What follows belongs to an exercise in optimizing a design on an open flow for small area, a short achievable clock period and few clock cycles per item; a production flow would make more cautious choices. Function was checked by simulation only, so behaviour that the tests miss may differ from the original. Power is estimated from default activity; no workload was simulated.

==> job 2267: inputs <==
==> flow/design.v (excerpt) <==
module pxsc (
    input  wire        clk,
    input  wire        rst,           
    input  wire [5:0]  reg_addr,      
    input  wire        reg_wr,
    input  wire [31:0] reg_wdata,
    output reg  [31:0] reg_rdata,
    output wire        busy,
    output wire        src_valid,
    output wire [31:0] src_addr,
    input  wire        src_ready,
    input  wire        src_rvalid,
    input  wire [31:0] src_rdata,
    output wire        db_we,
    output wire [14:0] db_addr,
    output wire [15:0] db_wdata
);
==> flow/config.mk <==
export PLATFORM = sky130hd
export DESIGN_NAME = pxsc
export DESIGN_NICKNAME = pxsc
export VERILOG_FILES = /design/flow/design.v
export SDC_FILE = /design/flow/constraint.sdc
export NUM_CORES = 4
export LEC_CHECK = 0
export CAP_MARGIN = 20
export CORE_MARGIN = 2
export CORE_UTILIZATION = 40
export CTS_BUF_LIST = sky130_fd_sc_hd__clkbuf_8
export CTS_CLUSTER_DIAMETER = 60
export CTS_CLUSTER_SIZE = 16
export SLEW_MARGIN = 20
==> flow/constraint.sdc <==
create_clock -name core_clock -period 33.0 [get_ports {clk}]
set_input_delay 6.6000 -clock core_clock [delete_from_list [all_inputs] [get_ports {clk}]]
set_output_delay 6.6000 -clock core_clock [all_outputs]
set_load 0.01 [all_outputs]
standard.sh (not shown) runs the stock make flow with config.mk's settings and CLKGATE_MAP_FILE= SYNTH_SCRIPT=/design/flow/synth_recipe.tcl, a recipe that flattens the netlist after the stock synthesis.
==> flow/flow/run.sh <==
#!/bin/bash
# The standard layout (standard.sh, the standard flow's own ORFS run), with two changes
# to how it is made:
#  - ports are buffered with the smallest buffer (buf_1) instead of the one
#    buffer_ports picks by default (a slow delay cell); timing repair upsizes
#    the ones on critical paths;
#  - timing repair after CTS and global routing aims for a setup slack of
#    17.5 ns at the design's 33 ns clock, so that it works on the paths that
#    set the achieved period (the constraints themselves are unchanged).
# Make's full output goes to standard.log in the work folder; ORFS keeps each
# step's own log under orfs/logs/.
set -euo pipefail
bash standard.sh \
    "BUFFER_PORTS_ARGS=-buffer_cell sky130_fd_sc_hd__buf_1" \
    SETUP_SLACK_MARGIN=17.5 \
    MATCH_CELL_FOOTPRINT=0 \
    finish > standard.log 2>&1
==> job 5996: changes against job 2267 <==
--- a/flow/design.v
+++ b/flow/design.v
@@ -37,20 +37,20 @@
     reg        locked;
     reg        busy_r;
     reg        err_ill, err_busy, err_lock;
     reg [31:0] src_base, src_stride;
     reg [31:0] pix_in0, pix_in1, pix_in2, pix_in3;
     reg [15:0] pix_out0, pix_out1, pix_out2, pix_out3;
-    reg [1:0]  po_ok, po_sw;          
+    reg [3:0]  po_ok, po_sw;
     assign busy = busy_r;
     wire       v = cfg_variant;       
     wire [1:0] rmode = v ? 2'd2 : {1'b0, cfg_scaled};
     wire [15:0] po0 = po_ok[0] ? (po_sw[0] ? swap16(pix_out0) : pix_out0) : 16'd0;
     wire [15:0] po1 = po_ok[1] ? (po_sw[1] ? swap16(pix_out1) : pix_out1) : 16'd0;
-    wire [15:0] po2 = po_ok[1] ? (po_sw[1] ? swap16(pix_out2) : pix_out2) : 16'd0;
-    wire [15:0] po3 = po_ok[1] ? (po_sw[1] ? swap16(pix_out3) : pix_out3) : 16'd0;
+    wire [15:0] po2 = po_ok[2] ? (po_sw[2] ? swap16(pix_out2) : pix_out2) : 16'd0;
+    wire [15:0] po3 = po_ok[3] ? (po_sw[3] ? swap16(pix_out3) : pix_out3) : 16'd0;
     always @(*) begin
         case (reg_addr)
             A_STATUS:    reg_rdata = {21'd0, err_lock, err_busy, err_ill, 6'd0, locked, busy_r};
             A_CFG:       reg_rdata = {30'd0, cfg_scaled, cfg_variant};
             A_RMODE:     reg_rdata = {30'd0, rmode};
             A_PANEL_W:   reg_rdata = v ? 32'd160 : 32'd184;
@@ -91,21 +91,21 @@
     always @(posedge clk) begin
         if (conv_go) pix_out0 <= convert(pix_in0);
         if (conv4)   pix_out1 <= convert(pix_in1);
         if (conv4)   pix_out2 <= convert(pix_in2);
         if (conv4)   pix_out3 <= convert(pix_in3);
         if (rst) begin
-            po_ok <= 2'd0;
+            po_ok <= 4'd0;
         end else begin
             if (conv_go) begin
                 po_ok[0] <= 1'b1;
                 po_sw[0] <= reg_wdata[0];
             end
             if (conv4) begin
-                po_ok[1] <= 1'b1;
-                po_sw[1] <= reg_wdata[0];
+                po_ok[3:1] <= 3'b111;
+                po_sw[3:1] <= {3{reg_wdata[0]}};
             end
         end
     end
     reg        m_scale, m_decim;      
     reg [15:0] sa_lo, sa_hi;          
     reg [31:0] l_stride;              
@@ -119,17 +119,18 @@
     reg        r_dir;                 
     reg [7:0]  r_col;                 
     reg [6:0]  r_row;                 
     reg [4:0]  xr;                    
     reg [1:0]  yr;                    
     reg [14:0] w_idx;                 
+    reg [7:0]  w_col;
     reg        w_dir;
-    reg [1:0]  n_out;
-    reg        t0, t1, t2;
     wire [7:0]  rw_m1  = m_decim ? 8'd119 : (v ? 8'd159 : 8'd183);
     wire [7:0]  pw     = v ? 8'd160 : 8'd184;
+    wire [14:0] w_last = m_decim ? (v ? 15'd12660 : 15'd14568)
+                                 : (v ? 15'd12640 : 15'd17480);
     wire [4:0] xr_nx = (xr == (v ? 5'd1 : 5'd22)) ? 5'd0 : xr + 5'd1;
     reg        xc;
     always @(*) begin
         if (v)
             xc = xr[0];
         else if (!r_dir)
@@ -138,13 +139,13 @@
         else
             xc = (xr == 5'd2) | (xr == 5'd5) | (xr == 5'd8) | (xr == 5'd12) |
                  (xr == 5'd15) | (xr == 5'd18) | (xr == 5'd22);
     end
     wire       step2 = m_decim | (m_scale & xc);
     wire       dy2   = m_decim | (m_scale & (v | (yr != 2'd0)));
-    assign src_valid = r_run & !r_skip & !h_pend & (n_out != 2'd3);
+    assign src_valid = r_run & !r_skip & !h_pend;
     assign src_addr  = {sa_hi, sa_lo};
     wire   fire      = src_valid & src_ready;
     wire   row_end   = (r_col == 8'd0);
     wire   jump      = r_pre ? (r_col != 8'd0) : (r_skip | row_end);
     wire   lo_go     = r_pre | r_skip | fire;
     reg [15:0] op;
@@ -177,15 +178,14 @@
     end endgenerate
     wire hi_z   = (l_stride[31:16] == 16'd0);
     wire h_need = jump ? (lc[16] | !hi_z) : (r_pre ? lc[16] : (lc[16] ^ neg));
     assign db_we    = src_rvalid & busy_r;
     assign db_addr  = w_idx;
     assign db_wdata = m_decim ? swap16(convert(src_rdata)) : convert(src_rdata);
-    wire   w_row_end = t0;
+    wire   w_row_end = (w_col == 8'd0);
     wire [14:0] w_op = w_row_end ? {7'd0, pw} : (w_dir ? 15'h7FFF : 15'd1);
-    wire [1:0]  t_at = db_we ? n_out - 2'd1 : n_out;    
     wire [14:0] w_nx;
     wire [15:0] wc;
     assign wc[0] = 1'b0;
     generate for (gi = 0; gi < 15; gi = gi + 1) begin : w_add
         assign w_nx[gi] = w_idx[gi] ^ w_op[gi] ^ wc[gi];
         assign wc[gi+1] = (w_idx[gi] & w_op[gi]) | (wc[gi] & (w_idx[gi] ^ w_op[gi]));
@@ -200,18 +200,13 @@
             err_busy    <= 1'b0;
             err_lock    <= 1'b0;
             r_pre       <= 1'b0;
             r_run       <= 1'b0;
             r_skip      <= 1'b0;
             h_pend      <= 1'b0;
-            n_out       <= 2'd0;
         end else begin
-            if (fire && !db_we)
-                n_out <= n_out + 2'd1;
-            else if (db_we && !fire)
-                n_out <= n_out - 2'd1;
             if (reg_wr) begin
                 case (reg_addr)
                     A_CMD: begin
                         if (busy_r)
                             err_busy <= 1'b1;
                         else if (!is_nop && !is_conv && !is_scan)
@@ -255,13 +250,13 @@
                 end
                 if (lo_go)
                     h_pend <= h_need;
                 else
                     h_pend <= 1'b0;
             end
-            if (db_we && !fire && n_out == 2'd1 && !r_run && !r_pre)
+            if (db_we && w_idx == w_last)
                 busy_r <= 1'b0;
         end
         if (accept) begin
             m_scale  <= (scan_mode == 2'd1);
             m_decim  <= (scan_mode == 2'd2);
             sa_lo    <= src_base[15:0];
@@ -271,21 +266,23 @@
             r_col    <= (scan_mode == 2'd0) ? (v ? 8'd40 : 8'd32)
                       : (scan_mode == 2'd2) ? 8'd119 : (v ? 8'd159 : 8'd183);
             r_row    <= (scan_mode == 2'd0 && !v) || (scan_mode == 2'd1 && !v) ? 7'd95 : 7'd79;
             xr       <= 5'd0;
             yr       <= 2'd0;
             w_idx    <= (scan_mode == 2'd2) ? (v ? 15'd20 : 15'd32) : 15'd0;
+            w_col    <= (scan_mode == 2'd2) ? 8'd119 : (v ? 8'd159 : 8'd183);
             w_dir    <= 1'b0;
         end else begin
             if (h_pend)
                 sa_hi <= hi_nx;
-            if (lo_go)
+            if (lo_go) begin
                 sa_lo <= lo_nx;
-            h_row <= jump;
-            h_neg <= neg;
-            h_c   <= lc[16];
+                h_row <= jump;
+                h_neg <= neg;
+                h_c   <= lc[16];
+            end
             if (r_pre) begin
                 r_col <= (r_col == 8'd0) ? rw_m1 : r_col - 8'd1;
             end else if (fire) begin
                 if (row_end) begin
                     r_col <= rw_m1;
                     r_row <= r_row - 7'd1;
@@ -296,15 +293,16 @@
                     r_col <= r_col - 8'd1;
                     xr    <= xr_nx;
                 end
             end
             if (db_we) begin
                 w_idx <= w_nx;
-                if (w_row_end)
+                if (w_row_end) begin
+                    w_col <= rw_m1;
                     w_dir <= ~w_dir;
+                end else begin
+                    w_col <= w_col - 8'd1;
+                end
             end
-            t0 <= (fire && t_at == 2'd0) ? row_end : (db_we ? t1 : t0);
-            t1 <= (fire && t_at == 2'd1) ? row_end : (db_we ? t2 : t1);
-            t2 <= (fire && t_at == 2'd2) ? row_end : t2;
         end
     end
 endmodule
==> results.txt <==
metric                                                          job 2267    job 5996
Skew-Pair Late Insertion Delay                                   0.59 ns     0.60 ns
Clock power share                                                  0.318       0.317
Outcome                                 no timing/DRC/antenna violations  no timing/DRC/antenna violations
Effective utilization at floorplan                                 0.405       0.407
Grt met2 use                                                       0.336       0.359
Gpl congestion                                                     0.907       0.875
X dimension of the die                                            213 µm      214 µm
Post-layout instance area                                      19700 µm²   19700 µm²
Final Worst Setup Slack                                         17.58 ns    17.55 ns
Seq pwr share                                                      0.637       0.642
PostCTS Resize Cnt                                                    29          25
Portion of netlist area occupied by mux cells                     0.0506      0.0354
Maximum number of pins on one net before global-route repair          61          53
Sequential cell area share                                         0.574       0.579
Storage cell area                                              11300 µm²   11400 µm²
Per-instance average area after synthesis                       13.8 µm²    13.3 µm²
Final layout net count                                              1566        1603
Testbench counts of job 2267, summed over its fixed seeds: cycles 863,389, pixels 859,136.
Testbench counts of job 5996, summed over its fixed seeds: cycles 863,389, pixels 859,136.

[what the ideal ports hide]
In the flow no input, the clock included, has a driving cell. The finished layouts below were timed again as built, in two steps. Step 1 (the two cells are an assumption about what drives the block):
set clk [get_ports {clk}]
set_driving_cell -lib_cell sky130_fd_sc_hd__clkbuf_16 $clk
set_driving_cell -lib_cell sky130_fd_sc_hd__buf_2 [delete_from_list [all_inputs] $clk]
Step 2 moves the port delays by t, midway between the first and last clock arrival at a register: inputs arrive t later, outputs are due t later. That takes back most of the time a late clock gives input paths. a / b / c = ideal ports / drivers / drivers and shift; a / b = the first two.
run	t (ns)	setup slack, ns	clock arrival spread, ns	worst data-port slew with drivers (ns)	pins driven straight from the clock port
job 2267	0.619	17.581 / 17.548 / 17.548	0.048 / 0.047	0.08	1
job 5996	0.622	17.548 / 17.524 / 17.524	0.048 / 0.048	0.09	1
After both steps every run listed still meets setup and hold. The setup slack of job 2267, which loses most, moves by -0.033 ns with the drivers and by -0.033 ns with both steps.
